This is an optimization exercise on Yosys and OpenROAD, whose aim is small area, a short achievable clock period and few clock cycles per item, not a production implementation. At most, simulation tests tie the RTL to the original design; equivalence was not proved. Only the layout flow was run in runs 1, 2 and 5; the RTL was not checked for function there. Power figures rest on the tool's default switching activity, not on a simulated workload.

==> flow/config.mk <==
export PLATFORM = sky130hd
export DESIGN_NAME = envelope_generator
export DESIGN_NICKNAME = envelope_generator
export VERILOG_FILES = /design/flow/design.v
export SDC_FILE = /design/flow/constraint.sdc
export NUM_CORES = 4
export LEC_CHECK = 0
export CAP_MARGIN = 20
export CORE_MARGIN = 2
export CORE_UTILIZATION = 65
export CTS_CLUSTER_DIAMETER = 100
export CTS_CLUSTER_SIZE = 30
export SLEW_MARGIN = 20
export SYNTH_MEMORY_MAX_BITS = 65536
==> flow/design.v <==
module attack_step_rom (
    input  wire [5:0]  addr,
    output wire [26:0] data
);
    localparam [64*27-1:0] TABLE = {
            27'd67108864,
            27'd3170297,
            27'd3170297,
            27'd2983809,
            27'd2669724,
            27'd2341142,
            27'd1976289,
            27'd1636282,
            27'd1463214,
            27'd1289612,
            27'd1079250,
            27'd884734,
            27'd800917,
            27'd714433,
            27'd611141,
            27'd500573,
            27'd434783,
            27'd372976,
            27'd310559,
            27'd250286,
            27'd218014,
            27'd187406,
            27'd156076,
            27'd125246,
            27'd109320,
            27'd93703,
            27'd78198,
            27'd62597,
            27'd54738,
            27'd46923,
            27'd39109,
            27'd31298,
            27'd27369,
            27'd23465,
            27'd19554,
            27'd15650,
            27'd13689,
            27'd11736,
            27'd9779,
            27'd7825,
            27'd6846,
            27'd5868,
            27'd4890,
            27'd3912,
            27'd3423,
            27'd2934,
            27'd2445,
            27'd1956,
            27'd1711,
            27'd1467,
            27'd1222,
            27'd978,
            27'd855,
            27'd733,
            27'd611,
            27'd489,
            27'd427,
            27'd366,
            27'd305,
            27'd244,
            27'd0,
            27'd0,
            27'd0,
            27'd0
        };
    assign data = TABLE[addr*27 +: 27];
endmodule
module decay_step_rom (
    input  wire [5:0]  addr,
    output wire [17:0] data
);
    localparam [64*18-1:0] TABLE = {
            18'd221260,
            18'd221260,
            18'd221260,
            18'd208245,
            18'd186324,
            18'd163392,
            18'd137928,
            18'd114199,
            18'd102120,
            18'd90004,
            18'd75322,
            18'd61747,
            18'd55897,
            18'd49861,
            18'd42652,
            18'd34935,
            18'd30344,
            18'd26030,
            18'd21674,
            18'd17467,
            18'd15215,
            18'd13079,
            18'd10892,
            18'd8741,
            18'd7629,
            18'd6539,
            18'd5457,
            18'd4368,
            18'd3820,
            18'd3274,
            18'd2729,
            18'd2184,
            18'd1910,
            18'd1637,
            18'd1364,
            18'd1092,
            18'd955,
            18'd819,
            18'd682,
            18'd546,
            18'd477,
            18'd409,
            18'd341,
            18'd273,
            18'd238,
            18'd204,
            18'd170,
            18'd136,
            18'd119,
            18'd102,
            18'd85,
            18'd68,
            18'd59,
            18'd51,
            18'd42,
            18'd34,
            18'd29,
            18'd25,
            18'd21,
            18'd17,
            18'd0,
            18'd0,
            18'd0,
            18'd0
        };
    assign data = TABLE[addr*18 +: 18];
endmodule
module envelope_generator (
    input  wire        clk,
    input  wire        rst,           
    input  wire        cmd_valid,
    output wire        cmd_ready,
    input  wire [1:0]  cmd_op,        
    input  wire [4:0]  cmd_voice,     
    input  wire [3:0]  cmd_ar,        
    input  wire [3:0]  cmd_d1r,       
    input  wire [3:0]  cmd_d2r,       
    input  wire [3:0]  cmd_rr,        
    input  wire [3:0]  cmd_dl,        
    input  wire [3:0]  cmd_krs,       
    input  wire [3:0]  cmd_oct,       
    input  wire        cmd_oct_lsb,   
    output reg         rsp_valid,
    output reg  [9:0]  rsp_level,     
    output reg         rsp_stop       
);
    localparam NV  = 28;
    localparam NCB = 2;               
    localparam [1:0] OP_TICK   = 2'd0;
    localparam [1:0] OP_RECALC = 2'd1;
    localparam [1:0] OP_KEYON  = 2'd2;
    localparam [1:0] OP_KEYOFF = 2'd3;
    localparam [1:0] ATTACK  = 2'd0;
    localparam [1:0] DECAY1  = 2'd1;
    localparam [1:0] DECAY2  = 2'd2;
    localparam [1:0] RELEASE = 2'd3;
    localparam [26:0] EG_CEIL = 27'd67043328;    
    localparam W = 54;
    function automatic [4:0] inc28(input [4:0] x);
        inc28 = (x == 5'd27) ? 5'd0 : x + 5'd1;
    endfunction
    function automatic [4:0] dist28(input [4:0] a, input [4:0] b);
        reg [5:0] d;
        begin
            d = {1'b0, b} - {1'b0, a};
            dist28 = d[5] ? d[4:0] + 5'd28 : d[4:0];
        end
    endfunction
    reg [4:0] vc;           
    reg [4:0] sweep;        
    wire      sweeping = (sweep != 5'd0);
    always @(posedge clk) begin
        if (rst) begin
            vc    <= 5'd26;       
            sweep <= 5'd28;
        end else begin
            vc <= inc28(vc);
            if (sweeping) sweep <= sweep - 5'd1;
        end
    end
    localparam CW = 36;
    wire [CW-1:0] cmd_in = {cmd_op, cmd_voice, cmd_ar, cmd_d1r, cmd_d2r, cmd_rr,
                            cmd_dl, cmd_krs, cmd_oct, cmd_oct_lsb};
    reg          ir_v, sk_v;
    reg [CW-1:0] ir, sk;
    reg rdy;                          
    assign cmd_ready = rdy;
    wire xfer = cmd_valid && !sk_v;
    wire [1:0] ir_op    = ir[35:34];
    wire [4:0] ir_voice = ir[33:29];
    wire [3:0] ir_ar    = ir[28:25];
    wire [3:0] ir_d1r   = ir[24:21];
    wire [3:0] ir_d2r   = ir[20:17];
    wire [3:0] ir_rr    = ir[16:13];
    wire [3:0] ir_dl    = ir[12:9];
    wire [3:0] ir_krs   = ir[8:5];
    wire [3:0] ir_oct   = ir[4:1];
    wire       ir_lsb   = ir[0];
    wire       ir_tick  = (ir_op == OP_TICK);
    wire [3:0] oct_m1  = ir_oct - 4'd1;
    wire [5:0] ks      = {{2{oct_m1[3]}}, oct_m1} + {2'b0, ir_krs};       
    wire [5:0] ir_krv  = (ir_krs == 4'd15) ? 6'd16 : {ks[4:0], ir_lsb} + 6'd16;
    wire [25:0] ir_rates = {ir_ar, ir_d1r, ir_d2r, ir_rr, ir_krv, ir_dl};
    reg [4:0] h_nv, t_nv;
    reg [4:0] h_cnt, t_cnt;           
    reg [4:0] h_end, t_end;           
    wire h_on = (h_cnt != 5'd0);
    wire t_on = (t_cnt != 5'd0);
    wire proc = h_on && (h_nv == vc);      
    wire [4:0] tl_cnt = t_on ? t_cnt : h_cnt;
    wire [4:0] tl_end = t_on ? t_end : h_end;
    wire can_extend = (tl_cnt != 5'd0) && (tl_cnt != 5'd28) && (tl_end == ir_voice);
    wire tick_ok = can_extend || !t_on;
    reg         cb_v     [0:NCB-1];
    reg         cb_res   [0:NCB-1];    
    reg  [1:0]  cb_w     [0:NCB-1];    
    reg         cb_ts    [0:NCB-1];    
    reg  [4:0]  cb_voice [0:NCB-1];
    reg         cb_hr    [0:NCB-1];    
    reg  [1:0]  cb_env   [0:NCB-1];    
    reg  [25:0] cb_rates [0:NCB-1];
    reg         cb_ap    [0:NCB-1];    
    function automatic in_run(input [4:0] nv, input [4:0] e, input [4:0] cnt, input [4:0] v);
        begin
            if (cnt == 5'd0)       in_run = 1'b0;
            else if (cnt == 5'd28) in_run = 1'b1;
            else if (nv < e)       in_run = (v >= nv) && (v < e);
            else                   in_run = (v >= nv) || (v < e);
        end
    endfunction
    reg          m_any, f_any;
    reg [NCB-1:0] m_hit, f_sel, v_hit, c_hit;
    reg          a_any, a_hr;
    reg [1:0]    a_env;
    reg [25:0]   a_rates;
    reg [1:0]    c_pend [0:NCB-1];
    integer i;
    always @(*) begin
        m_any = 1'b0; m_hit = {NCB{1'b0}};
        f_any = 1'b0; f_sel = {NCB{1'b0}};
        a_any = 1'b0; a_hr = 1'b0; a_env = 2'b00; a_rates = 26'd0;
        for (i = 0; i < NCB; i = i + 1) begin
            v_hit[i] = cb_v[i] && (cb_voice[i] == ir_voice);
            c_hit[i] = cb_v[i] && (cb_voice[i] == vc);
            if (v_hit[i] && !cb_ts[i]) begin
                m_hit[i] = 1'b1;
                m_any    = 1'b1;
            end
            if (!cb_v[i] && !f_any) begin
                f_sel[i] = 1'b1;
                f_any    = 1'b1;
            end
            c_pend[i] = {1'b0, in_run(h_nv, h_end, h_cnt, cb_voice[i])}
                      + {1'b0, in_run(t_nv, t_end, t_cnt, cb_voice[i])};
            if (cb_v[i] && cb_ap[i]) begin
                a_any   = 1'b1;
                a_hr    = cb_hr[i];
                a_env   = cb_env[i];
                a_rates = cb_rates[i];
            end
        end
    end
    wire [4:0] vcn = inc28(vc);         
    wire ir_pend0 = !in_run(h_nv, h_end, h_cnt, ir_voice) && !in_run(t_nv, t_end, t_cnt, ir_voice);
    wire cfg_ok = (ir_voice != vc) && (m_any || f_any);
    wire disp = ir_v && (ir_tick ? tick_ok : cfg_ok);
    wire disp_tick = disp && ir_tick;
    wire disp_cfg  = disp && !ir_tick;
    always @(posedge clk) begin
        if (rst) begin
            ir_v <= 1'b0;
            sk_v <= 1'b0;
            rdy  <= 1'b0;
        end else if (!ir_v || disp) begin
            if (sk_v) begin
                ir   <= sk;
                ir_v <= 1'b1;
                sk_v <= 1'b0;
                rdy  <= 1'b1;
            end else begin
                ir   <= cmd_in;
                ir_v <= xfer;
                rdy  <= 1'b1;
            end
        end else if (xfer) begin
            sk_v <= 1'b1;
            rdy  <= 1'b0;
        end
        if (!sk_v) sk <= cmd_in;
    end
    wire ext   = disp_tick && can_extend;
    wire ext_h = ext && !t_on;                   
    wire ext_t = ext && t_on;                    
    wire nrun  = disp_tick && !can_extend;       
    wire h_out = !h_on || (proc && h_cnt == 5'd1 && !ext_h);    
    wire [4:0] h_nv1  = inc28(h_nv);
    wire [4:0] h_end1 = inc28(h_end);
    wire [4:0] t_end1 = inc28(t_end);
    wire [4:0] v_end1 = inc28(ir_voice);
    always @(posedge clk) begin
        if (h_out) begin
            if (t_on) begin
                h_nv  <= t_nv;
                h_cnt <= ext_t ? t_cnt + 5'd1 : t_cnt;
                h_end <= ext_t ? t_end1 : t_end;
            end else begin
                h_nv  <= ir_voice;
                h_cnt <= nrun ? 5'd1 : 5'd0;
                h_end <= v_end1;
            end
            t_cnt <= 5'd0;
        end else begin
            if (proc) h_nv <= h_nv1;
            if (proc && !ext_h) h_cnt <= h_cnt - 5'd1;
            else if (!proc && ext_h) h_cnt <= h_cnt + 5'd1;
            if (ext_h) h_end <= h_end1;
            if (ext_t) begin
                t_cnt <= t_cnt + 5'd1;
                t_end <= t_end1;
            end else if (nrun) begin
                t_nv  <= ir_voice;
                t_cnt <= 5'd1;
                t_end <= v_end1;
            end
        end
        if (rst) begin
            h_cnt <= 5'd0;
            t_cnt <= 5'd0;
        end
    end
    always @(posedge clk) begin
        for (i = 0; i < NCB; i = i + 1) begin
            if (rst) begin
                cb_v[i] <= 1'b0;
            end else begin
                if (cb_v[i] && cb_ap[i]) cb_v[i] <= 1'b0;    
                if (cb_v[i] && !cb_res[i]) begin
                    cb_res[i] <= 1'b1;
                    cb_w[i]   <= c_pend[i] - {1'b0, c_hit[i] && proc};
                end else if (c_hit[i] && proc && cb_w[i] != 2'd0) begin
                    cb_w[i]   <= cb_w[i] - 2'd1;
                end
                cb_ap[i] <= (cb_voice[i] == vcn) && ((cb_res[i] ? cb_w[i] : c_pend[i]) == 2'd0);
                if (disp_tick && v_hit[i]) cb_ts[i] <= 1'b1;
                if (disp_cfg && (m_any ? m_hit[i] : f_sel[i])) begin
                    if (!m_any) begin
                        cb_v[i]     <= 1'b1;
                        cb_res[i]   <= 1'b0;
                        cb_ts[i]    <= 1'b0;
                        cb_voice[i] <= ir_voice;
                        cb_ap[i]    <= (ir_voice == vcn) && ir_pend0;
                    end
                    if (ir_op != OP_KEYOFF) begin
                        cb_hr[i]    <= 1'b1;
                        cb_rates[i] <= ir_rates;
                    end else if (!m_any) begin
                        cb_hr[i]    <= 1'b0;
                    end
                    case (ir_op)
                        OP_KEYON:  cb_env[i] <= 2'b01;
                        OP_KEYOFF: cb_env[i] <= {1'b1, m_any & cb_env[i][0]};
                        default:   if (!m_any) cb_env[i] <= 2'b00;
                    endcase
                end
            end
        end
    end
    reg [W-1:0] p0, p1, p2, p3, p4;
    reg [W-1:0] sh [5:27];
    reg         t1, t2, t3, t4;
    reg [5:0]   idx2;
    reg [26:0]  step3;
    reg         c4;                  
    localparam [W-1:0] RESET_REC = {ATTACK, 26'd0, 26'd0};
    reg [W-1:0] eff;
    always @(*) begin
        eff = sweeping ? RESET_REC : p0;
        if (a_any) begin
            if (a_hr) eff[25:0] = a_rates;
            if (a_env[0]) begin
                eff[53:52] = ATTACK;
                eff[51:26] = 26'd0;
            end
            if (a_env[1]) eff[53:52] = RELEASE;
        end
    end
    wire [1:0] st1 = p1[53:52];
    wire [3:0] code1 = (st1 == ATTACK) ? p1[25:22] :
                       (st1 == DECAY1) ? p1[21:18] :
                       (st1 == DECAY2) ? p1[17:14] : p1[13:10];
    wire [5:0] krv1 = p1[9:4];
    wire [6:0] sum1 = {1'b0, code1, 2'b00} + {1'b0, krv1};    
    wire [5:0] idx1 = (code1 == 4'd0)  ? 6'd0  :
                      (code1 == 4'd15) ? 6'd63 :
                      (sum1 < 7'd16)   ? 6'd0  :
                      (sum1 > 7'd79)   ? 6'd63 : sum1[5:0] - 6'd16;
    wire [26:0] a_step;
    wire [17:0] d_step;
    attack_step_rom u_ar (.addr(idx2), .data(a_step));
    decay_step_rom  u_dr (.addr(idx2), .data(d_step));
    wire [26:0] step2 = (p2[53:52] == ATTACK) ? a_step : ~{9'd0, d_step};
    wire [1:0]  st3  = p3[53:52];
    wire [25:0] vol3 = p3[51:26];
    wire [26:0] r3   = {1'b0, vol3} + step3 + {26'd0, st3 != ATTACK};
    wire [1:0]  st4  = p4[53:52];
    wire [25:0] r4   = p4[51:26];
    wire [3:0]  thr4 = ~p4[3:0];                         
    reg  [1:0]  nst4;
    reg  [25:0] nvol4;
    reg         stop4;
    always @(*) begin
        nst4  = st4;
        stop4 = 1'b0;
        if (st4 == ATTACK) begin
            if (c4 || (&r4[25:16])) begin               
                nvol4 = EG_CEIL[25:0];
                nst4  = DECAY1;
            end else begin
                nvol4 = r4;
            end
        end else begin
            nvol4 = c4 ? 26'd0 : r4;
            if (st4 == DECAY1 && nvol4[25:16] <= {thr4, 6'b0}) nst4 = DECAY2;
            if (st4 == RELEASE) stop4 = (nvol4 == 26'd0);
        end
    end
    integer k;
    always @(posedge clk) begin
        p1    <= eff;
        p2    <= p1;
        idx2  <= idx1;
        p3    <= p2;
        step3 <= step2;
        p4    <= t3 ? {st3, r3[25:0], p3[25:0]} : p3;
        c4    <= r3[26];
        sh[5] <= t4 ? {nst4, nvol4, p4[25:0]} : p4;
        for (k = 6; k <= 27; k = k + 1) sh[k] <= sh[k-1];
        p0    <= sh[27];
        if (rst) begin
            t1 <= 1'b0;
            t2 <= 1'b0;
            t3 <= 1'b0;
            t4 <= 1'b0;
            rsp_valid <= 1'b0;
        end else begin
            t1 <= proc;
            t2 <= t1;
            t3 <= t2;
            t4 <= t3;
            rsp_valid <= t4;
        end
        rsp_level <= nvol4[25:16];
        rsp_stop  <= stop4;
    end
endmodule
==> flow/constraint.sdc <==
create_clock -name core_clock -period 15.0 [get_ports {clk}]
set_input_delay 3.0000 -clock core_clock [delete_from_list [all_inputs] [get_ports {clk}]]
set_output_delay 3.0000 -clock core_clock [all_outputs]
set_load 0.01 [all_outputs]
==> flow/run.sh <==
#!/bin/bash
# synth_recipe.tcl (not shown) runs the flow's synth.tcl, then flattens the netlist and writes it again
# the make line also repeats each setting of config.mk as NAME=value (left out here)
make -C /OpenROAD-flow-scripts/flow DESIGN_CONFIG=/design/flow/config.mk WORK_HOME=/design/flow/orfs CLKGATE_MAP_FILE= SYNTH_SCRIPT=/design/flow/synth_recipe.tcl finish
==> flow_metrics.py, run 1 <==
metrics = {
    "run_status": {
        "status": "no timing/DRC/antenna violations",
    },
    "sta": {
        "finalCritPeriodShare_pct": 30.3,
        "final.setup.tns_ps": 0,
        "hold_viol_final": 0,
        "max-slew-margin-rel_pct": 28.9,
        "holdWs_ps": 321,
        "setup_viol": 0,
        "rsz0062_at_grt": "false",
        "fmax_mhz": 220,
        "report.final.slew_viol_count": 0,
        "fin_ws_ps": 10460,
        "fin_crit_ps": 4540,
        "clock_skew_ps": 25.6,
        "tightestPinTransition_ps": 1070,
    },
    "clocking": {
        "post-cts-setup-buffer-count": 0,
        "htree_levels": 3,
        "clock-root-buffer": "clkbuf_16",
        "cts_buffers": 69,
        "clk_pin_slew_ps": 110,
        "ctsResizeCount": 0,
        "hold_buffers": 0,
        "cts_buffer_depth": 3,
        "clk_latency_ps": 670,
        "clock-sinks": 1754,
        "cts_tree": "yes",
    },
    "finish": {
        "num-nets-final": 3544,
        "stdcell_count": 4340,
        "design_area_sq_um": 50200,
        "area_delta_synth_final_pct": 7.65,
        "finish.utilization_pct": 70.4,
        "drive_gt1_share_pct": 5.93,
    },
    "global_routing": {
        "grt_max_degree": 80,
        "grt_overflow": 0,
        "grt_pass1_wl_mm": 139,
        "grt_use_total_pct": 24.5,
        "grt_pass1_vias": 23994,
        "antenna_found_initial": 2,
    },
    "hold_path": {
        "hold_path.startpoint": "sh[18][53]",
        "hold_depth": 0,
        "hp-class": "flop to flop",
    },
    "worst_setup_path": {
        "path_delay_family": "buffers and inverters",
        "r2r_cells": 11,
        "cp.arrival_ps": 1540,
        "worst-path-max-fanout": 1,
        "endpoint_kind": "output pin",
        "cp_slowest_cell": "clkdlybuf4s50_1",
        "path_depth": 1,
        "r2r-start": "p3[53]",
        "cp-startpoint": "rsp_level[5]",
        "worst_ep_required_time_ps": 12000,
        "crit_buf_inv": 1,
        "cp_slowest_stage_delay_ps": 560,
        "critPathLaunchType": "flop",
        "path_cells": "clkdlybuf4s50_1",
        "criticalPathCategory": "flop to output pin",
    },
    "synth": {
        "syn_area_sq_um": 46600,
        "synthArstFlopShare_pct": 0,
        "syn_nets": 3502,
        "synth-edff-count": 134,
        "syn_inst": 3326,
        "ys_seq_elements": 1754,
        "synth_warnings": 12,
        "ys_types": 77,
        "syn_avg_cell_area_sq_um": 14.0,
        "synthFlopType": "dfxtp_1",
        "ys_top_cells_by_area": "dfxtp_1, edfxtp_1, ha_1",
        "yosys.area.top_type_share_pct": 69.6,
        "yosysSeqAreaShare_pct": 78.2,
        "synth_top_cell_by_area": "dfxtp_1",
    },
    "power_and_ir_drop": {
        "total_power_mw": 7.68,
        "power.leakage_nw": 19.8,
        "vdd_ir_drop_max_mv": 0.161,
        "power_density_nw_per_um2": 153,
    },
    "drt": {
        "ant_nets": 0,
        "wl_mm": 90.0,
        "first_pass_iters": 5,
        "drt-wirelength-per-cell_microns": 20.7,
        "vias_per_cell": 5.37,
        "vias": 23294,
        "drt_iter0_drc": 1922,
        "drc": 0,
    },
    "placement": {
        "finalWeightedCongestion": 0.858,
        "post_dp_cell_area_sq_um": 48100,
        "io_buffers": 51,
        "dpl.hpwl_mm": 54.7,
        "placedCellCount": 4244,
        "place_ws_ps": 9920,
    },
    "floorplan": {
        "die_w_microns": 272,
        "row_count": 98,
        "core_sq_um": 71200,
        "io_pins": 52,
        "fp.dieArea_sq_um": 73900,
        "start_util_pct": 65.4,
        "chipHeight_microns": 272,
    },
    "run": {
        "cap_violations": 0,
    },
}
## cells in the mapped netlist, types with 7 or more instances
library cell and number:
nor3_1 44, inv_1 88, o21a_1 7, dfxtp_1 1620
a21o_1 20, nor4_1 13, a21oi_1 158, o211ai_1 22
o311ai_0 8, o21bai_1 8, xor2_1 37, a22oi_1 7
o21ai_0 137, clkbuf_1 85, edfxtp_1 134, a21boi_0 8
nand2b_1 32, mux2_2 64, nor2_1 131, and2_1 51
nand2_1 170, mux2i_1 16, a31oi_1 23, xnor2_1 60
buf_1 15, ha_1 132, nand3_1 32, nor2b_1 15
a221oi_1 34, a211oi_1 21, o22ai_1 13, nand4_1 14
## cell families after synthesis
kind of cell             share of synthesized area [%]
AO/OA/AOI/OAI                                     6.91
XOR/XNOR                                          1.82
flip-flops                                        78.2
AND/OR/NAND/NOR                                   5.53
adder cells (fa/ha/maj)                           3.89
multiplexers                                      2.08
buffers and inverters                             1.58
## flip-flops by register name, summed over array words and instances (netlist names), 6 cells and up
name / cells
p1: 54
idx2: 6
sh: 1242
cb_voice: 10
sk: 36
cb_rates: 52
step3: 24
p2: 54
p0: 54
ir: 36
p4: 54
rsp_level: 10
p3: 54
## power breakdown
part	total (mW)	switching (mW)	internal, mW
logic	0.503	0.294	0.208
registers	4.94	0.0924	4.85
clock network	2.24	1.36	0.875
## final cells by class
cell class              count  area, sq um
flip-flops and latches   1754        36500
fillers                  4416        21100
multi-input cells        1378         9480
clock buffers              79         1760
well taps                 950         1190
repair buffers             77          742
inverters                  88          330
clock inverters            11          209
diodes                      3         7.51
## layer usage
layer	track usage [%]	share of wire (%)	wire length, microns
met1	33.9	45	40600
met5	0	0	0
met2	40.8	48	43300
met4	6.62	2.3	2070
met3	3.69	4.5	4080
## layout by cell type (no fill, tap or decap), drive strengths merged, types with 45 or more instances in the layout
cell and n:
dfxtp 1620, nand2 170, a21oi 158, o21ai 138, edfxtp 134, ha 132, nor2 131, inv 92
clkbuf 79, mux2 64, xnor2 60, clkdlybuf4s50 51, and2 51, nor3 45
## path summary, 6_finish.rpt
check                                     to  slack (ps)
worst max-delay path            rsp_level[5]       10460
worst min-delay path              sh[19][53]         320
worst max register to register        p4[50]       10870
worst min register to register    sh[19][53]         320
==> run 2: changes to the inputs <==
--- a/flow/config.mk
+++ b/flow/config.mk
@@ -6,9 +6,10 @@
 export NUM_CORES = 4
 export LEC_CHECK = 0
+export ABC_AREA = 1
 export CAP_MARGIN = 20
 export CORE_MARGIN = 2
 export CORE_UTILIZATION = 65
 export CTS_CLUSTER_DIAMETER = 100
-export CTS_CLUSTER_SIZE = 30
+export CTS_CLUSTER_SIZE = 24
 export SLEW_MARGIN = 20
 export SYNTH_MEMORY_MAX_BITS = 65536
==> flow_metrics.py, run 2 <==
metrics = {
    "run_status": {
        "status": "no timing/DRC/antenna violations",
    },
    "sta": {
        "finalCritPeriodShare_pct": 33.7,
        "tightestPinTransition_ps": 1120,
        "setup_viol": 0,
        "rsz0062_at_grt": "false",
        "hold_viol_final": 0,
        "final.setup.tns_ps": 0,
        "fmax_mhz": 198,
        "max-slew-margin-rel_pct": 25.1,
        "fin_crit_ps": 5050,
        "report.final.slew_viol_count": 0,
        "clock_skew_ps": 51.2,
    },
    "clocking": {
        "clk_latency_ps": 680,
        "cts_buffers": 84,
        "clock-sinks": 1754,
        "cts_tree": "yes",
        "post-cts-setup-buffer-count": 0,
        "hold_buffers": 0,
        "clk_pin_slew_ps": 90,
        "cts_buffer_depth": 3,
        "clock-root-buffer": "clkbuf_16",
        "htree_levels": 3,
        "ctsResizeCount": 0,
    },
    "power_and_ir_drop": {
        "p_switching_mw": 1.91,
        "p_clk_share_pct": 31.0,
        "internal_power_mw": 6.07,
        "vdd_ir_drop_max_mv": 0.170,
        "combPwrFrac_pct": 7.9,
        "power_frac_seq_pct": 61.1,
        "switching_share_pct": 23.9,
        "power_density_nw_per_um2": 157,
        "power.leakage_nw": 20.7,
    },
    "drt": {
        "drc": 0,
        "wl_mm": 102,
        "wl_met1_mm": 44.3,
        "highest_layer": "met5",
        "wl_met3_mm": 5.94,
        "ant_nets": 0,
        "dr_wl_met2_mm": 48.4,
        "drt_iter0_drc": 2207,
        "drt-wirelength-per-cell_microns": 21.4,
        "vias_per_cell": 5.45,
        "vias": 25978,
        "first_pass_iters": 6,
    },
    "synth": {
        "synth-edff-count": 134,
        "synthArstFlopShare_pct": 0,
        "synth_top_cell_by_area": "dfxtp_1",
        "synthSimpleGateAreaFrac_pct": 8.48,
        "yosys.area_share.xor_xnor_pct": 1.19,
        "synthAdderAreaFrac_pct": 3.73,
        "syn_area_sq_um": 46900,
        "synth_warnings": 12,
        "syn_avg_cell_area_sq_um": 12.6,
        "synth-compound-area-share_pct": 6.05,
        "syn_inst": 3724,
        "ys_top_cells_by_area": "dfxtp_1, edfxtp_1, nand2_1",
        "yosysSeqAreaShare_pct": 77.7,
        "yosys.area.top_type_share_pct": 69.1,
        "syn_nets": 3900,
        "synthFlopType": "dfxtp_1",
        "ys_types": 56,
        "synth_top_family_by_area": "simple AND/OR/NAND/NOR gates",
        "yosys-top-cells-count": "dfxtp_1, nand2_1, inv_1, nor2_1, o21ai_0",
        "ys_seq_elements": 1754,
        "yosysMostFrequentCell": "dfxtp_1",
        "muxShareOfSynthArea_pct": 0,
    },
    "worst_setup_path": {
        "crit_path_end": "cb_env[1][0]",
        "path_depth": 4,
        "r2r_cells": 15,
        "r2r_slack_ps": 11280,
        "criticalPathCategory": "input pin to flop",
        "crit_buf_inv": 2,
        "path_cells": "clkdlybuf4s50_1 > inv_1 > o21ai_0 > nor2_1",
        "cp_slowest_stage_delay_ps": 990,
        "cp-startpoint": "rst",
        "path_delay_family": "buffers and inverters",
        "endpoint_kind": "flop",
        "r2r-start": "cb_voice[1][0]",
        "reg2reg_to": "cb_ap[1]",
        "critPathLaunchType": "input pin",
        "worst-path-max-fanout": 22,
        "cp.arrival_ps": 5390,
        "worst_ep_required_time_ps": 15340,
        "cp_slowest_cell": "clkdlybuf4s50_1",
    },
    "finish": {
        "largest_reg_flops": 1242,
        "antennaDiodeCount": 0,
        "area_delta_synth_final_pct": 8.34,
        "num-nets-final": 3971,
        "layout_common_cells": "dfxtp_1, nand2_1, inv_1, nor2_1, o21ai_0",
        "fillers": 4339,
        "finish.utilization_pct": 71.1,
        "top_register": "sh",
        "mostFrequentLayoutCell": "dfxtp_1",
        "drive_gt1_share_pct": 4.25,
    },
    "global_routing": {
        "grt_max_degree": 53,
        "grt_pass1_vias": 26927,
        "grt_use_total_pct": 27.7,
        "antenna_found_initial": 3,
        "grt_overflow": 0,
        "grt_pass1_wl_mm": 158,
    },
    "floorplan": {
        "die_w_microns": 273,
        "fp.dieArea_sq_um": 74400,
        "io_pins": 52,
        "start_util_pct": 65.7,
        "row_count": 98,
        "chipHeight_microns": 273,
        "core_sq_um": 71500,
    },
    "hold_path": {
        "hold_path.startpoint": "sh[26][52]",
        "hp-class": "flop to flop",
    },
    "run": {
        "cap_violations": 0,
    },
    "placement": {
        "finalWeightedCongestion": 0.920,
        "dpl.hpwl_mm": 62.5,
        "io_buffers": 51,
    },
}
==> run 2: cell count changes after synthesis, sizes merged, moves of 19 or more <==
| cell | previous run | this run |
|---|---|---|
| a211oi | 21 | 2 |
| a21oi | 158 | 124 |
| a221oi | 34 | 5 |
| a32o | 2 | 28 |
| and2 | 51 | 0 |
| clkbuf | 86 | 64 |
| inv | 88 | 256 |
| mux2 | 64 | 0 |
| nand2 | 170 | 548 |
| nand2b | 32 | 0 |
| nand3 | 32 | 95 |
| nor2 | 131 | 219 |
| o21ai | 138 | 214 |
| xnor2 | 60 | 17 |
==> run 2: final cells by class <==
type                    count  area [sq um]  area share [%]
clock inverters            12           236           0.465
well taps                 950          1190            2.34
multi-input cells        1626          9170            18.0
clock buffers              95          2140            4.22
inverters                 257           965            1.90
repair buffers             72           688            1.35
flip-flops and latches   1754         36500            71.7
==> run 2: how the worst min path moves through the flow <==
stage / to / slack, ps / cells past startpoint
6_report: sh[27][52] / 290 / 0
5_1_grt: sh[27][52] / 300 / 0
4_1_cts: sh[27][52] / 290 / 0
3_5_place_dp: p3[36] / 310 / 0
3_3_place_gp: sh[18][29] / 310 / 0
2_1_floorplan: p0[0] / 310 / 0
==> run 2: worst register-to-register path, cell delays in order, from the launching register on <==
cell and delay, ps:
edfxtp_1 480, inv_1 410, nand2_1 120, a21oi_1 150
nor2_1 50, o21ai_0 130, nand2_1 70, a21oi_1 200
nand2_1 80, a31oi_1 480, ha_1 360, o31ai_1 280
o2111ai_1 150, a2111oi_0 390, nand3_1 140, nand2_1 90
==> run 2: cells by family after synthesis <==
kind of cell / after synthesis
buf+inv: 344
simple gates: 945
flops: 1754
compound gates: 480
xor+xnor: 64
fa+ha+maj: 137
==> run 2: layer usage <==
| layer | global-route usage [%] | vias to the layer above |
|---|---|---|
| li1 | - | 12173 |
| met4 | 8.96 | 6 |
| met2 | 45.7 | 1040 |
| met1 | 37.8 | 12499 |
| met5 | 0 | - |
| met3 | 4.19 | 260 |
==> run 2: power by group through the flow <==
stage	Combinational [mW]	Sequential [mW]	Clock, mW
2_1_floorplan	0.474	4.94	0
3_3_place_gp	0.588	4.98	0
3_5_place_dp	0.611	4.98	0
4_1_cts	0.620	4.87	2.51
5_1_grt	0.716	4.88	2.67
6_report	0.629	4.88	2.48
==> run 2: per-stage QoR <==
| step | worst slack [ps] | instance area (sq um) | power, mW | hold slack [ps] | instances |
|---|---|---|---|---|---|
| 6_report | 9950 | 50800 | 7.98 | 292 | 4766 |
| 5_1_grt | 9840 | 50800 | 8.27 | 300 | 4766 |
| 4_1_cts | 9920 | 50800 | 8.00 | 295 | 4765 |
| 3_5_place_dp | 9210 | 48400 | 5.59 | 312 | 4658 |
| 3_3_place_gp | 9290 | 48400 | 5.57 | 310 | 4658 |
| 2_1_floorplan | 9510 | 46900 | 5.42 | 310 | 3724 |
==> run 3: changes to the inputs <==
--- a/flow/design.v
+++ b/flow/design.v
@@ -199,9 +199,9 @@
     wire [CW-1:0] cmd_in = {cmd_op, cmd_voice, cmd_ar, cmd_d1r, cmd_d2r, cmd_rr,
                             cmd_dl, cmd_krs, cmd_oct, cmd_oct_lsb};
-    reg          ir_v, sk_v;
-    reg [CW-1:0] ir, sk;
-    reg rdy;                          
+    reg          ir_v;
+    reg [CW-1:0] ir;
+    reg          rdy;
     assign cmd_ready = rdy;
-    wire xfer = cmd_valid && !sk_v;
+    wire xfer = cmd_valid && rdy;
     wire [1:0] ir_op    = ir[35:34];
     wire [4:0] ir_voice = ir[33:29];
@@ -284,25 +284,33 @@
     wire disp_tick = disp && ir_tick;
     wire disp_cfg  = disp && !ir_tick;
+    wire [4:0] ir_end1 = inc28(ir_voice);
+    wire t_free_next = disp_tick ? (can_extend && !t_on) : !t_on;
+    reg  [1:0] n_free;
+    always @(*) begin
+        n_free = 2'd0;
+        for (i = 0; i < NCB; i = i + 1)
+            n_free = n_free + {1'b0, !cb_v[i] || cb_ap[i]};
+    end
+    wire cb_free_next = (n_free == 2'd2) || (n_free == 2'd1 && !disp_cfg);
+    wire run_room = disp_tick ? (tl_cnt <= 5'd26) : (tl_cnt != 5'd0 && tl_cnt != 5'd28);
+    wire [4:0] run_end = disp_tick ? ir_end1 : tl_end;
+    wire in_sure = (cmd_op == OP_TICK) ? (t_free_next || (run_room && cmd_voice == run_end))
+                                       : (cb_free_next && cmd_voice != vcn);
+    wire ir_sure = ir_tick ? (t_free_next || (run_room && ir_voice == run_end))
+                           : (cb_free_next && ir_voice != vcn);
     always @(posedge clk) begin
         if (rst) begin
             ir_v <= 1'b0;
-            sk_v <= 1'b0;
-            rdy  <= 1'b0;
-        end else if (!ir_v || disp) begin
-            if (sk_v) begin
-                ir   <= sk;
-                ir_v <= 1'b1;
-                sk_v <= 1'b0;
-                rdy  <= 1'b1;
-            end else begin
-                ir   <= cmd_in;
-                ir_v <= xfer;
-                rdy  <= 1'b1;
-            end
+            rdy  <= 1'b1;
         end else if (xfer) begin
-            sk_v <= 1'b1;
-            rdy  <= 1'b0;
+            ir_v <= 1'b1;
+            rdy  <= in_sure;
+        end else if (ir_v && !disp) begin
+            rdy  <= ir_sure;
+        end else begin
+            ir_v <= 1'b0;
+            rdy  <= 1'b1;
         end
-        if (!sk_v) sk <= cmd_in;
+        if (rdy) ir <= cmd_in;
     end
     wire ext   = disp_tick && can_extend;
@@ -348,37 +356,37 @@
     always @(posedge clk) begin
         for (i = 0; i < NCB; i = i + 1) begin
-            if (rst) begin
-                cb_v[i] <= 1'b0;
-            end else begin
-                if (cb_v[i] && cb_ap[i]) cb_v[i] <= 1'b0;    
-                if (cb_v[i] && !cb_res[i]) begin
-                    cb_res[i] <= 1'b1;
-                    cb_w[i]   <= c_pend[i] - {1'b0, c_hit[i] && proc};
-                end else if (c_hit[i] && proc && cb_w[i] != 2'd0) begin
-                    cb_w[i]   <= cb_w[i] - 2'd1;
+            if (cb_v[i] && !cb_res[i]) begin
+                cb_res[i] <= 1'b1;
+                cb_w[i]   <= c_pend[i] - {1'b0, c_hit[i] && proc};
+            end else if (c_hit[i] && proc && cb_w[i] != 2'd0) begin
+                cb_w[i]   <= cb_w[i] - 2'd1;
+            end
+            cb_ap[i] <= (cb_voice[i] == vcn) && ((cb_res[i] ? cb_w[i] : c_pend[i]) == 2'd0);
+            if (disp_tick && v_hit[i]) cb_ts[i] <= 1'b1;
+            if (disp_cfg && (m_any ? m_hit[i] : f_sel[i])) begin
+                if (!m_any) begin
+                    cb_res[i]   <= 1'b0;
+                    cb_ts[i]    <= 1'b0;
+                    cb_voice[i] <= ir_voice;
+                    cb_ap[i]    <= (ir_voice == vcn) && ir_pend0;
                 end
-                cb_ap[i] <= (cb_voice[i] == vcn) && ((cb_res[i] ? cb_w[i] : c_pend[i]) == 2'd0);
-                if (disp_tick && v_hit[i]) cb_ts[i] <= 1'b1;
-                if (disp_cfg && (m_any ? m_hit[i] : f_sel[i])) begin
-                    if (!m_any) begin
-                        cb_v[i]     <= 1'b1;
-                        cb_res[i]   <= 1'b0;
-                        cb_ts[i]    <= 1'b0;
-                        cb_voice[i] <= ir_voice;
-                        cb_ap[i]    <= (ir_voice == vcn) && ir_pend0;
-                    end
-                    if (ir_op != OP_KEYOFF) begin
-                        cb_hr[i]    <= 1'b1;
-                        cb_rates[i] <= ir_rates;
-                    end else if (!m_any) begin
-                        cb_hr[i]    <= 1'b0;
-                    end
-                    case (ir_op)
-                        OP_KEYON:  cb_env[i] <= 2'b01;
-                        OP_KEYOFF: cb_env[i] <= {1'b1, m_any & cb_env[i][0]};
-                        default:   if (!m_any) cb_env[i] <= 2'b00;
-                    endcase
+                if (ir_op != OP_KEYOFF) begin
+                    cb_hr[i]    <= 1'b1;
+                    cb_rates[i] <= ir_rates;
+                end else if (!m_any) begin
+                    cb_hr[i]    <= 1'b0;
                 end
+                case (ir_op)
+                    OP_KEYON:  cb_env[i] <= 2'b01;
+                    OP_KEYOFF: cb_env[i] <= {1'b1, m_any & cb_env[i][0]};
+                    default:   if (!m_any) cb_env[i] <= 2'b00;
+                endcase
             end
+            if (rst)
+                cb_v[i] <= 1'b0;
+            else if (disp_cfg && !m_any && f_sel[i])
+                cb_v[i] <= 1'b1;
+            else if (cb_v[i] && cb_ap[i])
+                cb_v[i] <= 1'b0;                         
         end
     end
--- a/flow/config.mk
+++ b/flow/config.mk
@@ -6,10 +6,9 @@
 export NUM_CORES = 4
 export LEC_CHECK = 0
-export ABC_AREA = 1
 export CAP_MARGIN = 20
 export CORE_MARGIN = 2
-export CORE_UTILIZATION = 65
-export CTS_CLUSTER_DIAMETER = 100
-export CTS_CLUSTER_SIZE = 24
+export CORE_UTILIZATION = 70
+export CTS_CLUSTER_DIAMETER = 80
+export CTS_CLUSTER_SIZE = 26
 export SLEW_MARGIN = 20
 export SYNTH_MEMORY_MAX_BITS = 65536
==> flow_metrics.py, run 3 <==
metrics = {
    "synth": {
        "synth_top_family_by_area": "compound AO/OA/AOI/OAI gates",
        "synth-compound-area-share_pct": 7.49,
        "ys_types": 80,
        "yosysSeqAreaShare_pct": 77.7,
        "yosys.area_share.xor_xnor_pct": 1.79,
        "synth_warnings": 12,
        "yosys-top-cells-count": "dfxtp_1, nand2_1, a21oi_1, ha_1, o21ai_0",
        "synthFlopType": "dfxtp_1",
        "muxShareOfSynthArea_pct": 1.15,
        "syn_nets": 3504,
        "yosys.area.top_type_share_pct": 69.3,
        "syn_inst": 3327,
        "synthAdderAreaFrac_pct": 3.97,
        "synth-edff-count": 128,
        "ys_seq_elements": 1717,
        "synth_top_cell_by_area": "dfxtp_1",
        "synthSimpleGateAreaFrac_pct": 6.32,
        "ys_top_cells_by_area": "dfxtp_1, edfxtp_1, ha_1",
        "syn_avg_cell_area_sq_um": 13.8,
        "synthArstFlopShare_pct": 0,
        "syn_area_sq_um": 45900,
        "yosysMostFrequentCell": "dfxtp_1",
    },
    "sta": {
        "setup_viol": 0,
        "tightestPinTransition_ps": 1100,
        "finalCritPeriodShare_pct": 30.8,
        "max-slew-margin-rel_pct": 26.6,
        "final.setup.tns_ps": 0,
        "clock_skew_ps": 53.0,
        "rsz0062_at_grt": "false",
        "hold_viol_final": 0,
        "report.final.slew_viol_count": 0,
        "fin_crit_ps": 4620,
        "fin_ws_ps": 10380,
        "fmax_mhz": 216,
    },
    "drt": {
        "first_pass_iters": 10,
        "ant_nets": 0,
        "drt-wirelength-per-cell_microns": 26.7,
        "drc": 0,
        "vias": 25749,
        "drt_iter0_drc": 3408,
        "vias_per_cell": 6.05,
        "wl_mm": 114,
    },
    "placement": {
        "io_buffers": 51,
        "dpl.hpwl_mm": 67.1,
        "finalWeightedCongestion": 0.890,
        "place_ws_ps": 9950,
    },
    "clocking": {
        "htree_levels": 3,
        "clock-sinks": 1717,
        "clk_latency_ps": 690,
        "cts_buffers": 78,
        "cts_tree": "yes",
        "clock-root-buffer": "clkbuf_16",
        "hold_buffers": 0,
        "cts_buffer_depth": 3,
        "clk_pin_slew_ps": 100,
        "post-cts-setup-buffer-count": 0,
        "ctsResizeCount": 0,
    },
    "run_status": {
        "status": "no timing/DRC/antenna violations",
    },
    "worst_setup_path": {
        "cp.arrival_ps": 1620,
        "r2r-start": "t_cnt[1]",
        "r2r_slack_ps": 10720,
        "cp_slowest_stage_delay_ps": 560,
        "worst_ep_required_time_ps": 12000,
        "cp_slowest_cell": "clkdlybuf4s50_1",
        "r2r_cells": 9,
        "crit_buf_inv": 1,
        "critPathLaunchType": "flop",
        "endpoint_kind": "output pin",
        "worst-path-max-fanout": 1,
        "path_delay_family": "buffers and inverters",
        "reg2reg_to": "h_end[4]",
        "path_cells": "clkdlybuf4s50_1",
        "criticalPathCategory": "flop to output pin",
    },
    "global_routing": {
        "grt_max_degree": 66,
        "grt_overflow": 0,
        "grt_pass1_wl_mm": 169,
        "antenna_found_initial": 7,
        "grt_pass1_vias": 26394,
        "grt_use_total_pct": 33.9,
    },
    "floorplan": {
        "chipHeight_microns": 260,
        "row_count": 93,
        "start_util_pct": 70.9,
        "core_sq_um": 64700,
        "io_pins": 52,
        "die_w_microns": 260,
        "fp.dieArea_sq_um": 67600,
    },
    "finish": {
        "top_register": "sh",
        "finish.utilization_pct": 76.6,
        "num-nets-final": 3553,
        "largest_reg_flops": 1242,
        "mostFrequentLayoutCell": "dfxtp_1",
        "layout_common_cells": "dfxtp_1, nand2_1, a21oi_1, ha_1, o21ai_0",
        "area_delta_synth_final_pct": 7.91,
        "drive_gt1_share_pct": 5.33,
    },
    "hold_path": {
        "hold_path.startpoint": "sh[26][3]",
        "hold_depth": 0,
        "hp-class": "flop to flop",
        "min_to": "sh[27][3]",
    },
    "power_and_ir_drop": {
        "total_power_mw": 7.94,
        "power.leakage_nw": 19.7,
        "vdd_ir_drop_max_mv": 0.132,
        "power_density_nw_per_um2": 160,
    },
    "run": {
        "cap_violations": 0,
    },
}
==> run 3: how the worst max path moves through the flow <==
stage	startpoint	end	slack (ps)	depth (start not counted)
floorplan	cmd_voice[0]	rdy	10640	7
global placement	cmd_voice[1]	rdy	9880	8
detailed placement	cmd_voice[1]	rdy	9950	8
CTS	rsp_valid	rsp_valid	10330	1
global route	rsp_valid	rsp_valid	10340	1
finish	rsp_valid	rsp_valid	10380	1
==> run 3: cell type report <==
cell class	count	area [sq um]
multi-input cells	1420	9560
flip-flops and latches	1717	35700
diodes	2	5.00
clock buffers	88	1990
repair buffers	75	691
inverters	84	315
well taps	855	1070
fillers	3411	15200
clock inverters	13	239
==> run 3: cell families (layout without fill, tap and decap cells) <==
| group | Yosys count | after routing |
|---|---|---|
| buf+inv | 190 | 260 |
| xor+xnor | 94 | 94 |
| other cells | 0 | 2 |
| mux | 43 | 43 |
| flops | 1717 | 1717 |
| simple gates | 593 | 593 |
| compound gates | 546 | 546 |
| fa+ha+maj | 144 | 144 |
==> run 3: metal layers <==
metal / track usage [%] / vias to the layer above / share of wire, %
li1: - / 11319 / -
met1: 42.8 / 12357 / 38
met2: 56.0 / 1587 / 48
met3: 7.31 / 480 / 8.2
met4: 16.3 / 6 / 5.5
met5: 0 / - / 0.069
==> run 3: worst reg2reg max path, stage by stage (launching register included) <==
cell and delay (ps):
dfxtp_1 390, inv_1 90, ha_1 280, or4b_1 820, mux2i_1 260, a2bb2oi_1 290, o2111ai_4 320, nor3_4 430
o31a_1 550, o21ai_0 470
==> run 3: per-stage QoR <==
step                cell area (sq um)  std cells  hold slack (ps)
floorplan                       45900       3327              310
global placement                47300       4151              309
detailed placement              47300       4151              312
CTS                             49500       4252              312
global route                    49500       4252              300
finish                          49500       4254              303
==> run 3: power by group <==
group / switching (mW) / total, mW / leakage (nW) / internal [mW]
combinational: 0.421 / 0.694 / 4.58 / 0.272
sequential: 0.114 / 4.84 / 14.0 / 4.73
clock: 1.42 / 2.40 / 1.08 / 0.983
Testbench counts of run 3, summed over its fixed seeds: cycles 46,648, cmds 45,850.
==> run 4: changes to the inputs <==
--- a/flow/config.mk
+++ b/flow/config.mk
@@ -8,7 +8,7 @@
 export CAP_MARGIN = 20
 export CORE_MARGIN = 2
-export CORE_UTILIZATION = 70
-export CTS_CLUSTER_DIAMETER = 80
-export CTS_CLUSTER_SIZE = 26
+export CORE_UTILIZATION = 65
+export CTS_CLUSTER_DIAMETER = 100
+export CTS_CLUSTER_SIZE = 30
 export SLEW_MARGIN = 20
 export SYNTH_MEMORY_MAX_BITS = 65536
==> flow_metrics.py, run 4 <==
metrics = {
    "global_routing": {
        "antenna_found_initial": 5,
        "grt_pass1_wl_mm": 147,
        "grt_overflow": 0,
        "grt_pass1_vias": 24863,
        "grt_use_total_pct": 26.3,
        "grt_max_degree": 78,
    },
    "synth": {
        "synthArstFlopShare_pct": 0,
        "synthAdderAreaFrac_pct": 3.97,
        "yosysMostFrequentCell": "dfxtp_1",
        "syn_inst": 3327,
        "ys_types": 80,
        "ys_top_cells_by_area": "dfxtp_1, edfxtp_1, ha_1",
        "syn_avg_cell_area_sq_um": 13.8,
        "syn_area_sq_um": 45900,
        "yosys.area_share.xor_xnor_pct": 1.79,
        "synth_top_family_by_area": "compound AO/OA/AOI/OAI gates",
        "synth-compound-area-share_pct": 7.49,
        "yosysSeqAreaShare_pct": 77.7,
        "synth-edff-count": 128,
        "ys_seq_elements": 1717,
        "synthSimpleGateAreaFrac_pct": 6.32,
        "muxShareOfSynthArea_pct": 1.15,
        "yosys.area.top_type_share_pct": 69.3,
        "syn_nets": 3504,
        "synth_warnings": 12,
        "synth_top_cell_by_area": "dfxtp_1",
        "yosys-top-cells-count": "dfxtp_1, nand2_1, a21oi_1, ha_1, o21ai_0",
        "synthFlopType": "dfxtp_1",
    },
    "drt": {
        "drc": 0,
        "vias_per_cell": 5.53,
        "ant_nets": 0,
        "first_pass_iters": 5,
        "wl_mm": 95.8,
        "drt_iter0_drc": 1951,
        "vias": 23903,
        "drt-wirelength-per-cell_microns": 22.2,
    },
    "power_and_ir_drop": {
        "power.leakage_nw": 19.5,
        "power_density_nw_per_um2": 156,
        "vdd_ir_drop_max_mv": 0.133,
    },
    "sta": {
        "setup_viol": 0,
        "finalCritPeriodShare_pct": 33.3,
        "report.final.slew_viol_count": 0,
        "fmax_mhz": 200,
        "fin_ws_ps": 10000,
        "tightestPinTransition_ps": 1080,
        "max-slew-margin-rel_pct": 27.8,
        "rsz0062_at_grt": "false",
        "fin_crit_ps": 5000,
        "hold_viol_final": 0,
        "clock_skew_ps": 37.6,
        "final.setup.tns_ps": 0,
    },
    "clocking": {
        "hold_buffers": 0,
        "clk_pin_slew_ps": 100,
        "clk_latency_ps": 650,
        "clock-sinks": 1717,
        "cts_buffer_depth": 3,
        "post-cts-setup-buffer-count": 0,
        "htree_levels": 3,
        "clock-root-buffer": "clkbuf_16",
        "cts_tree": "yes",
        "ctsResizeCount": 0,
        "cts_buffers": 68,
    },
    "finish": {
        "stdcell_count": 4322,
        "top_register": "sh",
        "area_delta_synth_final_pct": 7.47,
        "drive_gt1_share_pct": 4.88,
        "design_area_sq_um": 49300,
        "layout_common_cells": "dfxtp_1, nand2_1, a21oi_1, ha_1, o21ai_0",
        "mostFrequentLayoutCell": "dfxtp_1",
        "num-nets-final": 3543,
        "finish.utilization_pct": 70.4,
        "largest_reg_flops": 1242,
        "antennaDiodeCount": 0,
    },
    "floorplan": {
        "io_pins": 52,
        "row_count": 97,
        "die_w_microns": 270,
        "start_util_pct": 65.5,
        "fp.dieArea_sq_um": 72800,
        "chipHeight_microns": 270,
        "core_sq_um": 70000,
    },
    "run_status": {
        "status": "no timing/DRC/antenna violations",
    },
    "placement": {
        "dpl.hpwl_mm": 57.9,
        "finalWeightedCongestion": 0.888,
        "post_dp_cell_area_sq_um": 47400,
        "placedCellCount": 4235,
        "io_buffers": 51,
        "place_ws_ps": 9930,
    },
    "run": {
        "cap_violations": 0,
    },
    "worst_setup_path": {
        "endpoint_kind": "output pin",
        "worst_ep_required_time_ps": 12000,
        "critPathLaunchType": "flop",
        "cp.arrival_ps": 2000,
        "worst-path-max-fanout": 39,
        "criticalPathCategory": "flop to output pin",
    },
    "hold_path": {
        "hp-class": "flop to flop",
    },
}
==> run 4: metal layers <==
layer  vias to the layer above  GRT usage, %  wire, microns
li1                      11306             -              -
met4                         2          8.54           2800
met2                       726          44.8          46900
met5                         -             0             13
met1                     11671          35.4          41400
met3                       198          3.27           4710
==> run 4: path summary, 6_finish.rpt <==
kind | startpoint | to | slack, ps | depth (start not counted)
min reg2reg | sh[26][44] | sh[27][44] | 310 | 0
min | sh[26][44] | sh[27][44] | 310 | 0
max reg2reg | t_cnt[0] | t_nv[1] | 10490 | 10
max | rdy | cmd_ready | 10000 | 2
==> run 4: report_power, final <==
group / internal [mW] / total [mW] / switching, mW
clock network: 0.872 / 2.20 / 1.32
logic: 0.268 / 0.664 / 0.396
registers: 4.73 / 4.83 / 0.100
total: 5.87 / 7.69 / 1.82
==> run 4: cells by family after synthesis <==
logic type / Yosys count
XOR/XNOR: 94
AND/OR/NAND/NOR: 593
AO/OA/AOI/OAI: 546
adder cells (fa/ha/maj): 144
buffers and inverters: 190
flip-flops: 1717
multiplexers: 43
==> run 4: area by class of cell <==
cell class / instances / area, sq um
multi-input combinational: 1420 / 9560
timing repair buffer: 75 / 711
clock buffer: 79 / 1790
inverter: 84 / 315
clock inverter: 7 / 126
fill: 4366 / 20700
tap: 940 / 1180
sequential: 1717 / 35700
==> run 4: metrics by stage <==
| step | hold slack (ps) | power [mW] |
|---|---|---|
| 2_1_floorplan | 310 | 5.37 |
| 3_3_place_gp | 309 | 5.56 |
| 3_5_place_dp | 312 | 5.58 |
| 4_1_cts | 307 | 7.72 |
| 5_1_grt | 317 | 7.96 |
| 6_report | 308 | 7.69 |
==> run 4: critical path, stage by stage, from the launching register on <==
cell and delay [ps]:
dfxtp_1 320, buf_4 410, clkdlybuf4s50_1 640
==> run 5: changes to the inputs <==
--- a/flow/design.v
+++ b/flow/design.v
@@ -230,5 +230,4 @@
     wire tick_ok = can_extend || !t_on;
     reg         cb_v     [0:NCB-1];
-    reg         cb_res   [0:NCB-1];    
     reg  [1:0]  cb_w     [0:NCB-1];    
     reg         cb_ts    [0:NCB-1];    
@@ -251,5 +250,4 @@
     reg [1:0]    a_env;
     reg [25:0]   a_rates;
-    reg [1:0]    c_pend [0:NCB-1];
     integer i;
     always @(*) begin
@@ -268,6 +266,4 @@
                 f_any    = 1'b1;
             end
-            c_pend[i] = {1'b0, in_run(h_nv, h_end, h_cnt, cb_voice[i])}
-                      + {1'b0, in_run(t_nv, t_end, t_cnt, cb_voice[i])};
             if (cb_v[i] && cb_ap[i]) begin
                 a_any   = 1'b1;
@@ -279,5 +275,7 @@
     end
     wire [4:0] vcn = inc28(vc);         
-    wire ir_pend0 = !in_run(h_nv, h_end, h_cnt, ir_voice) && !in_run(t_nv, t_end, t_cnt, ir_voice);
+    wire ir_in_h = in_run(h_nv, h_end, h_cnt, ir_voice);
+    wire ir_in_t = in_run(t_nv, t_end, t_cnt, ir_voice);
+    wire [1:0] ir_pend = {1'b0, ir_in_h} + {1'b0, ir_in_t};    
     wire cfg_ok = (ir_voice != vc) && (m_any || f_any);
     wire disp = ir_v && (ir_tick ? tick_ok : cfg_ok);
@@ -356,18 +354,14 @@
     always @(posedge clk) begin
         for (i = 0; i < NCB; i = i + 1) begin
-            if (cb_v[i] && !cb_res[i]) begin
-                cb_res[i] <= 1'b1;
-                cb_w[i]   <= c_pend[i] - {1'b0, c_hit[i] && proc};
-            end else if (c_hit[i] && proc && cb_w[i] != 2'd0) begin
-                cb_w[i]   <= cb_w[i] - 2'd1;
-            end
-            cb_ap[i] <= (cb_voice[i] == vcn) && ((cb_res[i] ? cb_w[i] : c_pend[i]) == 2'd0);
+            if (c_hit[i] && proc && cb_w[i] != 2'd0)
+                cb_w[i] <= cb_w[i] - 2'd1;
+            cb_ap[i] <= (cb_voice[i] == vcn) && (cb_w[i] == 2'd0);
             if (disp_tick && v_hit[i]) cb_ts[i] <= 1'b1;
             if (disp_cfg && (m_any ? m_hit[i] : f_sel[i])) begin
                 if (!m_any) begin
-                    cb_res[i]   <= 1'b0;
+                    cb_w[i]     <= ir_pend;
                     cb_ts[i]    <= 1'b0;
                     cb_voice[i] <= ir_voice;
-                    cb_ap[i]    <= (ir_voice == vcn) && ir_pend0;
+                    cb_ap[i]    <= (ir_voice == vcn) && (ir_pend == 2'd0);
                 end
                 if (ir_op != OP_KEYOFF) begin
@@ -424,8 +418,8 @@
     attack_step_rom u_ar (.addr(idx2), .data(a_step));
     decay_step_rom  u_dr (.addr(idx2), .data(d_step));
-    wire [26:0] step2 = (p2[53:52] == ATTACK) ? a_step : ~{9'd0, d_step};
+    wire [26:0] step2 = !t2 ? 27'd0 : (p2[53:52] == ATTACK) ? a_step : ~{9'd0, d_step};
     wire [1:0]  st3  = p3[53:52];
     wire [25:0] vol3 = p3[51:26];
-    wire [26:0] r3   = {1'b0, vol3} + step3 + {26'd0, st3 != ATTACK};
+    wire [26:0] r3   = {1'b0, vol3} + step3 + {26'd0, t3 && st3 != ATTACK};
     wire [1:0]  st4  = p4[53:52];
     wire [25:0] r4   = p4[51:26];
@@ -438,5 +432,5 @@
         stop4 = 1'b0;
         if (st4 == ATTACK) begin
-            if (c4 || (&r4[25:16])) begin               
+            if (t4 && (c4 || (&r4[25:16]))) begin       
                 nvol4 = EG_CEIL[25:0];
                 nst4  = DECAY1;
@@ -446,5 +440,5 @@
         end else begin
             nvol4 = c4 ? 26'd0 : r4;
-            if (st4 == DECAY1 && nvol4[25:16] <= {thr4, 6'b0}) nst4 = DECAY2;
+            if (t4 && st4 == DECAY1 && nvol4[25:16] <= {thr4, 6'b0}) nst4 = DECAY2;
             if (st4 == RELEASE) stop4 = (nvol4 == 26'd0);
         end
@@ -457,7 +451,7 @@
         p3    <= p2;
         step3 <= step2;
-        p4    <= t3 ? {st3, r3[25:0], p3[25:0]} : p3;
+        p4    <= {st3, r3[25:0], p3[25:0]};
         c4    <= r3[26];
-        sh[5] <= t4 ? {nst4, nvol4, p4[25:0]} : p4;
+        sh[5] <= {nst4, nvol4, p4[25:0]};
         for (k = 6; k <= 27; k = k + 1) sh[k] <= sh[k-1];
         p0    <= sh[27];
==> flow/flow/run.sh (new file) <==
#!/bin/bash
# The standard layout (the standard.sh, unchanged synthesis), except that the
# buffers placed on the ports are sky130_fd_sc_hd__buf_2 cells instead of the
# buffer the placer picks by default (a slow delay buffer).
set -euo pipefail
export BUFFER_PORTS_ARGS="-buffer_cell sky130_fd_sc_hd__buf_2"
bash standard.sh > standard_flow.log 2>&1
==> flow/standard.sh (new file) <==
#!/bin/bash
# synth_recipe.tcl (not shown) runs the flow's synth.tcl, then flattens the netlist and writes it again
# the make line also repeats each setting of config.mk as NAME=value (left out here)
make -C /OpenROAD-flow-scripts/flow DESIGN_CONFIG=/design/flow/config.mk WORK_HOME=/design/flow/orfs CLKGATE_MAP_FILE= SYNTH_SCRIPT=/design/flow/synth_recipe.tcl "${@:-finish}"
--- a/flow/config.mk
+++ b/flow/config.mk
@@ -10,5 +10,5 @@
 export CORE_UTILIZATION = 65
 export CTS_CLUSTER_DIAMETER = 100
-export CTS_CLUSTER_SIZE = 30
+export CTS_CLUSTER_SIZE = 26
 export SLEW_MARGIN = 20
 export SYNTH_MEMORY_MAX_BITS = 65536
removed: flow/run.sh
==> flow_metrics.py, run 5 <==
metrics = {
    "run_status": {
        "status": "no timing/DRC/antenna violations",
    },
    "clocking": {
        "cts_tree": "yes",
        "ctsResizeCount": 0,
        "clk_latency_ps": 670,
        "post-cts-setup-buffer-count": 0,
        "hold_buffers": 0,
        "cts_buffers": 76,
        "clk_pin_slew_ps": 100,
        "htree_levels": 3,
        "cts_buffer_depth": 3,
        "clock-root-buffer": "clkbuf_16",
        "clock-sinks": 1705,
    },
    "worst_setup_path": {
        "cp_slowest_stage_delay_ps": 940,
        "critPathLaunchType": "flop",
        "path_cells": "buf_2",
        "endpoint_kind": "output pin",
        "r2r_cells": 13,
        "worst-path-max-fanout": 40,
        "r2r-start": "p3[52]",
        "crit_buf_inv": 1,
        "criticalPathCategory": "flop to output pin",
        "cp_slowest_cell": "dfxtp_2",
        "r2r_slack_ps": 11150,
        "worst_ep_required_time_ps": 12000,
        "path_delay_family": "flip-flops",
        "cp.arrival_ps": 1870,
        "reg2reg_to": "p4[42]",
    },
    "hold_path": {
        "min_to": "sh[24][26]",
        "hp-class": "flop to flop",
        "hold_path.startpoint": "sh[23][26]",
        "hold_depth": 0,
    },
    "synth": {
        "synth-edff-count": 124,
        "yosys-top-cells-count": "dfxtp_1, nand2_1, a21oi_1, edfxtp_1, nor2_1",
        "yosysMostFrequentCell": "dfxtp_1",
        "synth_top_cell_by_area": "dfxtp_1",
        "syn_area_sq_um": 44700,
        "ys_top_cells_by_area": "dfxtp_1, edfxtp_1, ha_1",
        "syn_avg_cell_area_sq_um": 14.0,
        "ys_types": 82,
        "synth_warnings": 10,
        "synthFlopType": "dfxtp_1",
        "syn_nets": 3333,
        "synthArstFlopShare_pct": 0,
        "yosysSeqAreaShare_pct": 79.2,
        "yosys.area.top_type_share_pct": 70.8,
        "ys_seq_elements": 1705,
        "syn_inst": 3194,
    },
    "drt": {
        "wl_met3_mm": 3.57,
        "wl_mm": 84.6,
        "ant_nets": 0,
        "vias": 22124,
        "vias_per_cell": 5.36,
        "drc": 0,
        "highest_layer": "met5",
        "first_pass_iters": 8,
        "drt_iter0_drc": 1550,
        "wl_met1_mm": 37.4,
        "dr_wl_met2_mm": 41.5,
        "drt-wirelength-per-cell_microns": 20.5,
    },
    "finish": {
        "design_area_sq_um": 47900,
        "layout_common_cells": "dfxtp_1, nand2_1, a21oi_1, edfxtp_1, nor2_1",
        "fillers": 4297,
        "top_register": "sh",
        "num-nets-final": 3365,
        "regArea_sq_um": 35400,
        "mostFrequentLayoutCell": "dfxtp_1",
        "drive_gt1_share_pct": 6.35,
        "area_delta_synth_final_pct": 7.18,
        "multi_input_area_sq_um": 8590,
        "largest_reg_flops": 1242,
    },
    "power_and_ir_drop": {
        "vdd_ir_drop_max_mv": 0.144,
        "power_frac_seq_pct": 64.3,
        "power_density_nw_per_um2": 155,
        "power.leakage_nw": 18.9,
        "p_switching_mw": 1.63,
        "internal_power_mw": 5.77,
        "total_power_mw": 7.40,
        "combPwrFrac_pct": 4.6,
        "switching_share_pct": 22.0,
        "p_clk_share_pct": 31.1,
    },
    "run": {
        "cap_violations": 0,
    },
    "sta": {
        "fin_ws_ps": 10130,
        "holdWs_ps": 296,
        "rsz0062_at_grt": "false",
        "setup_viol": 0,
        "fin_crit_ps": 4870,
        "clock_skew_ps": 40.7,
        "fmax_mhz": 205,
        "final.setup.tns_ps": 0,
        "max-slew-margin-rel_pct": 23.3,
        "tightestPinTransition_ps": 1150,
        "hold_viol_final": 0,
        "report.final.slew_viol_count": 0,
        "finalCritPeriodShare_pct": 32.5,
    },
    "floorplan": {
        "die_w_microns": 266,
        "fp.dieArea_sq_um": 70900,
        "start_util_pct": 65.4,
        "chipHeight_microns": 266,
        "core_sq_um": 68300,
        "row_count": 96,
        "io_pins": 52,
    },
    "global_routing": {
        "grt_pass1_vias": 22748,
        "grt_pass1_wl_mm": 131,
        "grt_max_degree": 73,
        "antenna_found_initial": 4,
        "grt_overflow": 0,
        "grt_use_total_pct": 24.2,
    },
    "placement": {
        "finalWeightedCongestion": 0.870,
        "post_dp_cell_area_sq_um": 45700,
        "place_ws_ps": 10370,
        "io_buffers": 51,
        "dpl.hpwl_mm": 50.9,
    },
}
## run 5: changes by cell type after synthesis, moves of 13 or more
cell	previous run	this run
ha_1	133	95
nand2_1	183	170
a21o_1	38	18
and2_1	53	38
mux2_2	26	6
inv_1	84	68
o21ai_0	132	113
nor2b_1	19	40
## run 5: worst max path at each step
stage / start / end / slack [ps] / cells past startpoint
floorplan: cmd_voice[4] / rdy / 10820 / 7
global placement: cmd_voice[4] / rdy / 10310 / 8
detailed placement: cmd_voice[4] / rdy / 10370 / 8
CTS: rdy / cmd_ready / 10070 / 1
global route: rdy / cmd_ready / 10020 / 1
finish: rdy / cmd_ready / 10130 / 1
## run 5: metrics by stage
stage | cells | utilization, %
2_1_floorplan | 3194 | -
3_3_place_gp | 4029 | 66.9
3_5_place_dp | 4030 | 66.9
4_1_cts | 4126 | 70.1
5_1_grt | 4126 | 70.1
6_report | 4127 | 70.1
## run 5: worst reg2reg max path: stages, from the launching register on
cell,delay (ps)
dfxtp_1,330
o21ai_0,650
fa_1,370
inv_1,80
fa_1,430
a21o_1,180
a21oi_1,290
o21ai_0,210
a21o_1,260
a31o_2,250
a21oi_1,290
o21bai_1,100
a21oi_1,190
xnor2_1,140
## run 5: cell families after synthesis
family	Yosys count	synth area share (%)
compound gates	497	7.03
xor+xnor	97	1.90
fa+ha+maj	102	2.93
buf+inv	184	1.69
flops	1705	79.2
mux	31	0.907
simple gates	578	6.38
## run 5: area by class of cell
| type | count | area share [%] |
|---|---|---|
| Clock buffer | 86 | 4.05 |
| Clock inverter | 10 | 0.447 |
| Inverter | 70 | 0.549 |
| Sequential cell | 1705 | 73.9 |
| Tap cell | 882 | 2.30 |
| Timing Repair Buffer | 68 | 0.841 |
| Antenna cell | 1 | 0.00522 |
| Multi-Input combinational cell | 1305 | 17.9 |
## run 5: power by group through the flow
stage                     combinational, mW  sequential, mW  clock [mW]
final                                 0.340            4.76        2.30
after global routing                  0.385            4.77        2.51
after CTS                             0.341            4.76        2.36
after detailed placement              0.337            4.86           0
after global placement                0.328            4.85           0
after floorplan                       0.266            4.81           0
## run 5: layer usage
layer  track usage [%]  vias up
met5                 0        -
met4              6.97        2
met3              3.78      152
met2              41.0      528
met1              32.2    10686
li1                  -    10756

afterwards: timing with drivers on the ports:
No port has a modelled driver above. Below, the same layouts with a new extraction and two added sets of constraints.
Step 1: set_driving_cell puts a clkbuf_16 on clk and a buf_2 on each other input, an assumption about the parent block.
Step 2, shift: input delay + t, output delay - t, t = (earliest + latest rising clock arrival at the registers) / 2. This alone moves slack from input paths to output paths.
Slacks: ideal / step 1 / step 2; pairs: ideal / step 1.
run	t (ns)	setup WS [ns]	hold WS [ns]	worst data-port slew with drivers (ns)	pins driven straight from the clock port
run 1	0.721	10.461 / 10.395 / 10.133	0.321 / 0.321 / 0.321	0.05	1
run 2	0.723	9.948 / 9.990 / 9.267	0.292 / 0.292 / 0.292	0.05	1
run 3	0.728	10.375 / 10.309 / 9.949	0.303 / 0.303 / 0.303	0.06	1
run 4	0.706	10.000 / 9.933 / 9.863	0.308 / 0.308 / 0.308	0.07	1
run 5	0.722	10.131 / 10.063 / 10.384	0.296 / 0.296 / 0.296	0.07	1
After both steps setup and hold are still met in every run listed. The setup slack of run 2, which loses most, moves by +0.042 ns with the drivers and by -0.681 ns with both steps.
